From an optimization exercise on the open Yosys and OpenROAD flow, aimed at a short achievable clock period and few clock cycles; shortcuts taken in it are not production practice.
Function was checked by simulation only, so behaviour that the tests miss may differ from the original.

===== design/flow/config.mk =====
export PLATFORM = sky130hd
export DESIGN_NAME = bcd_clock_core
export DESIGN_NICKNAME = bcd_clock_core
export VERILOG_FILES = /design/flow/design.v
export SDC_FILE = /design/flow/constraint.sdc
export NUM_CORES = 4
export LEC_CHECK = 0
export CAP_MARGIN = 20
export CORE_MARGIN = 2
export CORE_UTILIZATION = 40
export SLEW_MARGIN = 20

===== design/flow/constraint.sdc =====
create_clock -name core_clock -period 20.0 [get_ports {clk}]
set_input_delay 4.0000 -clock core_clock [delete_from_list [all_inputs] [get_ports {clk}]]
set_output_delay 4.0000 -clock core_clock [all_outputs]
set_load 0.01 [all_outputs]

===== design/flow/design.v =====
module bcd_clock_core (
    input  wire        clk,
    input  wire        rst,         
    input  wire        cmd_valid,
    input  wire [31:0] cmd,
    input  wire [31:0] now,
    output wire        cmd_ready,
    output wire        bus_req,
    output wire        bus_we,
    output wire [7:0]  bus_addr,
    output wire [7:0]  bus_wdata,
    input  wire        bus_done,
    input  wire [7:0]  bus_rdata,
    input  wire        bus_err,
    output wire [3:0]  led_hour,
    output wire [5:0]  led_min,
    output wire [15:0] pwm,
    output wire [15:0] result,
    output wire [7:0]  status
);
    localparam [15:0] PWM_MAX     = 16'd1024;
    localparam        SEC_HALT    = 1'b0;
    localparam [1:0] REG_SEC  = 2'h0;
    localparam [1:0] REG_MIN  = 2'h1;
    localparam [1:0] REG_HOUR = 2'h2;
    localparam [3:0] OP_DEC  = 4'h1, OP_ENC  = 4'h2, OP_TO12 = 4'h3,
                     OP_HLED = 4'h4, OP_MLED = 4'h5, OP_BRT  = 4'h6,
                     OP_DEB  = 4'h7, OP_INCH = 4'h8, OP_INCM = 4'h9,
                     OP_BTNH = 4'hA, OP_BTNM = 4'hB, OP_SYNC = 4'hC,
                     OP_REF  = 4'hD;
    localparam integer T_INCH_RD  = 0,    
                       T_INCH_WR  = 1,    
                       T_INCM_RD  = 2,    
                       T_CARRY_RD = 3,    
                       T_CARRY_WR = 4,    
                       T_INCM_WR  = 5,    
                       T_SYNC_WH  = 6,    
                       T_SYNC_WM  = 7,
                       T_SYNC_WS  = 8,    
                       T_REF_RH   = 9,    
                       T_REF_RM   = 10,
                       T_REF_RS   = 11;   
    function [6:0] decode_field;
        input [1:0] sel;
        input [7:0] p;
        reg   [2:0] tens;
        begin
            if (sel == 2'd0)
                tens = {1'b0, p[5:4]};
            else
                tens = p[6:4];
            decode_field = tens * 7'd10 + {3'b000, p[3:0]};
        end
    endfunction
    function [7:0] encode_field;
        input [7:0] v;
        reg   [7:0] tens;
        reg   [7:0] ones;
        begin
            tens = v / 8'd10;
            ones = v % 8'd10;
            encode_field = {tens[3:0], ones[3:0]};
        end
    endfunction
    function [3:0] to12hour;
        input [7:0] h;
        begin
            if (h >= 8'd24)
                to12hour = 4'd0;
            else if (h > 8'd12)
                to12hour = h - 8'd12;
            else
                to12hour = h[3:0];
        end
    endfunction
    function [15:0] brightness;
        input [7:0] s;
        reg   [23:0] num;
        begin
            num = 24'd2 * s * PWM_MAX + 24'd59;
            brightness = num / 24'd118;
        end
    endfunction
    reg        ready;           
    reg        req_r;
    reg        we_r;
    reg [1:0]  addr_r;
    reg [7:0]  wdata_r;
    reg [11:0] step;            
    reg [7:0]  sync_b;          
    reg [7:0]  sync_c;
    reg [7:0]  rd_hour;         
    reg [7:0]  rd_min;
    reg        last_valid;
    reg [31:0] last_ts;
    reg [3:0]  out_hour;
    reg [5:0]  out_min;
    reg [15:0] pwm_r;
    reg [15:0] result_r;
    reg        dom_err, bus_err_f, ill_err, acc;
    assign cmd_ready = ready & ~rst;
    assign bus_req   = req_r;
    assign bus_we    = we_r;
    assign bus_addr  = {6'd0, addr_r};
    assign bus_wdata = wdata_r;
    assign led_hour  = out_hour;
    assign led_min   = out_min;
    assign pwm       = pwm_r;
    assign result    = result_r;
    assign status    = {3'b000, ~ready, acc, ill_err, bus_err_f, dom_err};
    wire [3:0] op  = cmd[31:28];
    wire [1:0] rsv = cmd[27:26];
    wire [1:0] sel = cmd[25:24];
    wire [7:0] fa  = cmd[23:16];
    wire [7:0] fb  = cmd[15:8];
    wire [7:0] fc  = cmd[7:0];
    wire rsv0   = (rsv == 2'd0);
    wire sel0   = (sel == 2'd0);
    wire selok  = (sel != 2'd3);
    wire ab0    = (cmd[23:8] == 16'd0);
    wire c0     = (fc == 8'd0);
    reg legal;
    always @(*) begin
        case (op)
            OP_DEC:                        legal = rsv0 && selok && ab0;
            OP_ENC, OP_TO12, OP_HLED,
            OP_MLED, OP_BRT:               legal = rsv0 && sel0 && ab0;
            OP_DEB:                        legal = rsv0 && selok && ab0 && c0;
            OP_INCH, OP_INCM, OP_BTNH,
            OP_BTNM, OP_REF:               legal = rsv0 && sel0 && ab0 && c0;
            OP_SYNC:                       legal = rsv0 && sel0;
            default:                       legal = 1'b0;
        endcase
    end
    wire [8:0]  lo_diff  = {1'b0, now[7:0]} - {1'b0, last_ts[7:0]};
    wire [23:0] ts_hi1   = last_ts[31:8] + 24'd1;
    wire        hi_eq0   = (now[31:8] == last_ts[31:8]);
    wire        hi_eq1   = (now[31:8] == ts_hi1);
    wire        in_window   = (lo_diff[7:0] <= 8'd200) && (lo_diff[8] ? hi_eq1 : hi_eq0);
    wire        accept   = !last_valid || !in_window;
    wire c_big = (fc > 8'd59);
    wire b_big = (fb > 8'd59);
    wire [6:0] rd_as_hour = decode_field(2'd0, bus_rdata);
    wire [6:0] rd_as_min  = decode_field(2'd1, bus_rdata);
    wire [7:0] hour_next  = (rd_as_hour == 7'd23) ? 8'h00
                                                  : encode_field({1'b0, rd_as_hour} + 8'd1);
    wire [7:0] min_next   = encode_field({1'b0, rd_as_min} + 8'd1);
    wire [6:0] ref_h = decode_field(2'd0, rd_hour);
    wire [6:0] ref_m = decode_field(2'd1, rd_min);
    wire [6:0] ref_s = decode_field(2'd2, bus_rdata & 8'h7F);
    wire take = ready & cmd_valid;
    always @(posedge clk) begin
        if (rst) begin
            ready      <= 1'b1;
            req_r      <= 1'b0;
            last_valid <= 1'b0;
            last_ts    <= 32'd0;
            out_hour   <= 4'd0;
            out_min    <= 6'd0;
            pwm_r      <= 16'd0;
            result_r   <= 16'd0;
            dom_err    <= 1'b0;
            bus_err_f  <= 1'b0;
            ill_err    <= 1'b0;
            acc        <= 1'b0;
        end else if (ready) begin
            if (take) begin
                if (!legal) begin
                    ill_err <= 1'b1;
                end else begin
                    case (op)
                        OP_DEC:  result_r <= {9'd0, decode_field(sel, fc)};
                        OP_ENC:  if (c_big) dom_err <= 1'b1;
                                 else result_r <= {8'd0, encode_field(fc)};
                        OP_TO12: result_r <= {12'd0, to12hour(fc)};
                        OP_HLED: result_r <= {12'd0, to12hour(fc)};
                        OP_MLED: if (c_big) dom_err <= 1'b1;
                                 else result_r <= {10'd0, fc[5:0]};
                        OP_BRT:  if (c_big) dom_err <= 1'b1;
                                 else result_r <= brightness(fc);
                        OP_DEB: begin
                            acc      <= accept;
                            result_r <= {15'd0, accept};
                            if (accept) begin
                                last_ts    <= now;
                                last_valid <= 1'b1;
                            end
                        end
                        OP_INCH: begin
                            ready  <= 1'b0;
                            req_r  <= 1'b1;
                            we_r   <= 1'b0;
                            addr_r <= REG_HOUR;
                            step   <= 12'd1 << T_INCH_RD;
                        end
                        OP_INCM: begin
                            ready  <= 1'b0;
                            req_r  <= 1'b1;
                            we_r   <= 1'b0;
                            addr_r <= REG_MIN;
                            step   <= 12'd1 << T_INCM_RD;
                        end
                        OP_BTNH, OP_BTNM: begin
                            acc <= accept;
                            if (accept) begin
                                last_ts    <= now;
                                last_valid <= 1'b1;
                                ready      <= 1'b0;
                                req_r      <= 1'b1;
                                we_r       <= 1'b0;
                                addr_r     <= op[0] ? REG_MIN : REG_HOUR;
                                step       <= op[0] ? (12'd1 << T_INCM_RD) : (12'd1 << T_INCH_RD);
                            end
                        end
                        OP_SYNC: begin
                            acc <= accept;
                            if (accept) begin
                                last_ts    <= now;
                                last_valid <= 1'b1;
                                if (b_big || c_big) begin
                                    dom_err <= 1'b1;
                                end else begin
                                    ready   <= 1'b0;
                                    req_r   <= 1'b1;
                                    we_r    <= 1'b1;
                                    addr_r  <= REG_HOUR;
                                    wdata_r <= encode_field({4'd0, to12hour(fa)});
                                    step    <= 12'd1 << T_SYNC_WH;
                                end
                            end
                        end
                        OP_REF: begin
                            ready  <= 1'b0;
                            req_r  <= 1'b1;
                            we_r   <= 1'b0;
                            addr_r <= REG_HOUR;
                            step   <= 12'd1 << T_REF_RH;
                        end
                        default: ;
                    endcase
                end
                sync_b <= fb;
                sync_c <= fc;
            end
        end else if (bus_done) begin
            if (bus_err) begin
                bus_err_f <= 1'b1;
                ready     <= 1'b1;
                req_r     <= 1'b0;
            end else begin
                if (step[T_INCH_RD] || step[T_CARRY_RD]) begin
                    if (rd_as_hour >= 7'd24) begin
                        dom_err <= 1'b1;
                        ready   <= 1'b1;
                        req_r   <= 1'b0;
                    end else begin
                        we_r    <= 1'b1;
                        wdata_r <= hour_next;
                        step    <= step[T_INCH_RD] ? (12'd1 << T_INCH_WR) : (12'd1 << T_CARRY_WR);
                    end
                end
                if (step[T_INCM_RD]) begin
                    if (rd_as_min > 7'd59) begin
                        dom_err <= 1'b1;
                        ready   <= 1'b1;
                        req_r   <= 1'b0;
                    end else if (rd_as_min == 7'd59) begin
                        addr_r  <= REG_HOUR;
                        step    <= 12'd1 << T_CARRY_RD;
                    end else begin
                        we_r    <= 1'b1;
                        wdata_r <= min_next;
                        step    <= 12'd1 << T_INCM_WR;
                    end
                end
                if (step[T_CARRY_WR]) begin
                    addr_r  <= REG_MIN;
                    wdata_r <= 8'h00;
                    step    <= 12'd1 << T_INCM_WR;
                end
                if (step[T_SYNC_WH]) begin
                    addr_r  <= REG_MIN;
                    wdata_r <= encode_field(sync_b);
                    step    <= 12'd1 << T_SYNC_WM;
                end
                if (step[T_SYNC_WM]) begin
                    addr_r  <= REG_SEC;
                    wdata_r <= encode_field(sync_c) | {SEC_HALT, 7'd0};
                    step    <= 12'd1 << T_SYNC_WS;
                end
                if (step[T_REF_RH]) begin
                    rd_hour <= bus_rdata;
                    addr_r  <= REG_MIN;
                    step    <= 12'd1 << T_REF_RM;
                end
                if (step[T_REF_RM]) begin
                    rd_min  <= bus_rdata;
                    addr_r  <= REG_SEC;
                    step    <= 12'd1 << T_REF_RS;
                end
                if (step[T_REF_RS]) begin
                    if (ref_m > 7'd59 || ref_s > 7'd59) begin
                        dom_err <= 1'b1;
                    end else begin
                        out_hour <= to12hour({1'b0, ref_h});
                        out_min  <= ref_m[5:0];
                        pwm_r    <= brightness({1'b0, ref_s});
                    end
                end
                if (step[T_INCH_WR] || step[T_INCM_WR] || step[T_SYNC_WS] || step[T_REF_RS]) begin
                    ready <= 1'b1;
                    req_r <= 1'b0;
                end
            end
        end
    end
endmodule

===== design/flow/run.sh =====
#!/bin/bash
# synth_recipe.tcl (not shown) runs the flow's synth.tcl, then flattens the netlist and writes it again
# the make line also repeats each setting of config.mk as NAME=value (left out here)
make -C /OpenROAD-flow-scripts/flow DESIGN_CONFIG=/design/flow/config.mk WORK_HOME=/design/flow/orfs CLKGATE_MAP_FILE= SYNTH_SCRIPT=/design/flow/synth_recipe.tcl finish

==> summary.txt <==
## worst paths after layout
kind | endpoint | slack, ns | cells past startpoint | from
setup / recovery | result_r[1] | 1.18 | 57 | cmd[5]
hold / removal | result_r[8] | 0.47 | 2 | result_r[8]
setup reg to reg | result_r[0] | 13.59 | 28 | last_ts[1]
hold reg to reg | result_r[8] | 0.47 | 2 | result_r[8]
## kinds of logic (layout without fill, tap and decap cells)
| kind of cell | after synthesis | in the layout | share of synthesized area (%) |
|---|---|---|---|
| xor+xnor | 184 | 184 | 8.05 |
| mux | 101 | 101 | 5.24 |
| flops | 126 | 126 | 14.9 |
| compound gates | 903 | 903 | 32.3 |
| simple gates | 1128 | 1128 | 29.0 |
| buf+inv | 228 | 311 | 5.00 |
| fa+ha+maj | 88 | 88 | 5.48 |
| other cells | 1 | 17 | 0.0184 |
## critical path, delay by kind of cell
family,cells,cell delay (ns)
AOI/OAI and AO/OA,17,4.54
xor gates and xnor gates,3,0.60
adders and majority gates,5,1.69
buffers and inverters,8,1.61
muxes,3,0.65
and+or+nand+nor,21,6.01
## metal layers
| layer | vias to the layer above | share of wire [%] | GRT usage, % |
|---|---|---|---|
| li1 | 10800 | - | - |
| met1 | 10700 | 45 | 33.5 |
| met2 | 763 | 46 | 41.7 |
| met3 | 107 | 5.8 | 3.42 |
| met4 | 0 | 2.5 | 8.40 |
| met5 | - | 0 | 0 |
## cell type report
type | instances | area (um2) | share of cell area [%]
Inverter | 78 | 298 | 1.30
Multi-Input combinational cell | 2420 | 16400 | 71.3
Antenna cell | 1 | 2.50 | 0.0109
Clock buffer | 17 | 425 | 1.85
Tap cell | 672 | 841 | 3.66
Timing Repair Buffer | 201 | 1830 | 7.95
Sequential cell | 126 | 3040 | 13.2
Clock inverter | 15 | 156 | 0.681
## metrics by stage
| step | cells | instance area [um2] |
|---|---|---|
| 4_1_cts | 3529 | 23000 |
| 6_report | 3530 | 23000 |
| 2_1_floorplan | 2774 | 20400 |
| 3_3_place_gp | 3497 | 22400 |
| 3_5_place_dp | 3497 | 22400 |
| 5_1_grt | 3530 | 23000 |
## what timing repair did
item | 4_1_cts | 5_1_grt
endpoints found under the setup margin | 0 | 1
hold buffers | 0 | 0
resized for setup | 0 | 1
## state kept, by name, summed over array words and instances (netlist names), 2 cells and up
name / cells
last_ts: 32
result_r: 13
pwm_r: 12
step: 12
sync_b: 8
sync_c: 8
wdata_r: 8
rd_min: 7
out_min: 6
rd_hour: 6
out_hour: 4
addr_r: 2
## synthesized netlist by cell type, drive strengths merged (43+ instances only)
cell type,count
buf,71
a211oi,55
nor4,45
nor2,299
inv,72
o21ai,160
nand2b,43
mux2i,81
a31oi,63
a21oi,177
clkbuf,79
xnor2,126
xor2,57
ha,78
nor3,103
nand2,221
nand3,113
edfxtp,52
dfxtp,74
==> summary.txt <==
- The total setup violations reported at the end of the flow is 0.
- The async set-reset flop share out of synthesis is 0%.
- The area growth from synthesis to layout is 12.8%.
- The count of vias placed by the detailed router is 22.4k.
- The root buffer cell chosen for the clock tree is sky130_fd_sc_hd__clkbuf_16.
- The count of buffers added on input and output ports is 128.
- The number of flops mapped to enable cells by yosys is 52.
- The pre-CTS worst setup slack is 0.992 ns.
- The buffers inserted during post-CTS setup optimization is 0.
- Summed over its instances, the top area cell type makes up 7.67% of the synthesized netlist area.
- The initial core utilization is 40.6%.
- The maximum number of pins on one net before global-route repair is 63.
- The category of the worst setup path capture point is a flop.
- The number of rows in the core area is 82.
- The first global-routing pass estimated 110000 um of wire.
- The first detailed-routing pass took 6 iterations.
- Setup repair after global routing left no endpoint under its margin.
- The cell at the slowest stage of the critical path is sky130_fd_sc_hd__a2111oi_0.
- The library cell with the largest summed area after synthesis is sky130_fd_sc_hd__edfxtp_1.
- The maximum fanout along the worst path is 19.
- The number of antenna violations at the first check in global routing is 1.
- The number of placed I/O pins is 146.
- The CTS buffer count is 17.
- The layout has 5042 filler cells.
- The number of global-route vias before repair came to 20.9k.
- The transition time at the pin with the least slew margin is 1.09 ns.
- Synthesis handed over a netlist of 2759 instances.
- After floorplanning, the core was sized to cover 0.0502 mm2.
- At the worst endpoint, the required time is 20.35 ns.
- The post-synthesis area per instance is 7.38 um2.
- The number of DRC markers in iteration 0 is 1977.
- The total half-perimeter wirelength after legalization and detailed placement is 52400 um.
- The maximum single-stage delay on the critical path is 0.68 ns.
- The sum of negative setup slack is 0 ns.
- From bottom edge to top edge, the die measures 230 um.
- The critical path arrival is 19.17 ns.
- Max-cap violations in this run came to 0.
- Leaving out fill and tap cells, the most frequent cell in the layout is sky130_fd_sc_hd__nor2_1.
- Measured on the finished design, the core utilization comes to 45.8%.
- The overall track demand over capacity in global routing is 25.1%.
- The net count reported at finish is 3003.
- The ratio of final minimum period to clock period is 94.1%.
- Routability-driven placement finished with a final weighted congestion of 0.934.
- The total congestion overflow is 0.
- The run finished with no timing, DRC or antenna violations.
- The post-synthesis cell area is 0.0204 mm2.
- The type of the tightest min-delay check is reg -> reg.
- The minimum hold slack is 0.471 ns.
- After clock tree synthesis, the clock-pin slew on the worst setup and hold paths is 0.08 ns.
- The number of hold violations in the final report is 0.
- The count of yosys warnings during synthesis is 1.
- Leaving out fill and tap cells, the most frequent cells in the layout are 290 x sky130_fd_sc_hd__nor2_1, 219 x sky130_fd_sc_hd__nand2_1, 171 x sky130_fd_sc_hd__a21oi_1.
- The worst setup path is launched from a primary input.
- The floorplan die width is 230 um.
- For this design, the sink count on the clock tree is 126.
- After synthesis, flip-flops and latches occupy 14.9% of the total area.
- The most frequently used flop master after synthesis is sky130_fd_sc_hd__dfxtp_1.
- The count of nets left with antenna violations once routing finished came out at 0.
- Summed over all layers, the routed wires come to 68000 um.
- Of the cells placed in the final design, the portion with a size suffix greater than 1 is 9.98%.
- The maximum operating frequency is 53.1 MHz.
- For the worst-skew pair, the clock arrives at the later sink with an insertion delay of 0.49 ns.
- Counting distinct cell types in the post-synthesis netlist gives 141.
- The worst pin sits at a relative slew slack of 27.2%.
- In the routed design, unresolved DRC markers number 0.
- The minimum clock period after layout is 18.82 ns.
- The maximum count of clock buffers along a single path is 2.
- The count of pins over their slew limit is 0.
- The number of synthesized register bits is 126.
- In the final routed layout, each cell accounts on average for 19.3 um.
- By instance count, the cell type seen most on the critical path is sky130_fd_sc_hd__ha_1.
- The smallest setup slack after layout is 1.18 ns.
- The full die area is 0.0527 mm2.
- TritonCTS built the clock tree.
- The class of the most critical setup path is in -> reg.
- Clock skew on the completed layout was measured at 0.0182 ns.
- Dividing the detail-routed via count by the number of cells gives 6.33.
- The number of levels the H-tree was split into is 4.
- Ranked by total cell area, the synthesized netlist is headed by sky130_fd_sc_hd__edfxtp_1 7.7%, sky130_fd_sc_hd__dfxtp_1 7.3%, sky130_fd_sc_hd__xnor2_1 5.4%.
Testbench counts, summed over its fixed seeds: cycles 1,058,249.

[what the ideal ports hide]
Ports are ideal in the flow. The routed layout listed here was re-timed in OpenROAD.
Step 1 assumes that a clkbuf_16 drives the clock port and a buf_2 every other input.
Step 2, shift: input delay + t, output delay - t, t = (earliest + latest rising clock arrival at the registers) / 2. This alone moves slack from input paths to output paths.
a / b / c = ideal / step 1 / step 2; a / b = the first two.
t, ns: 0.529
setup slack, ns: 1.180 / 1.209 / 0.680
slew at the worst register clock pin (ns): 0.08 / 0.08
After both steps this run still meets setup and hold. The setup slack of this run moves by +0.029 ns with the drivers and by -0.500 ns with both steps.
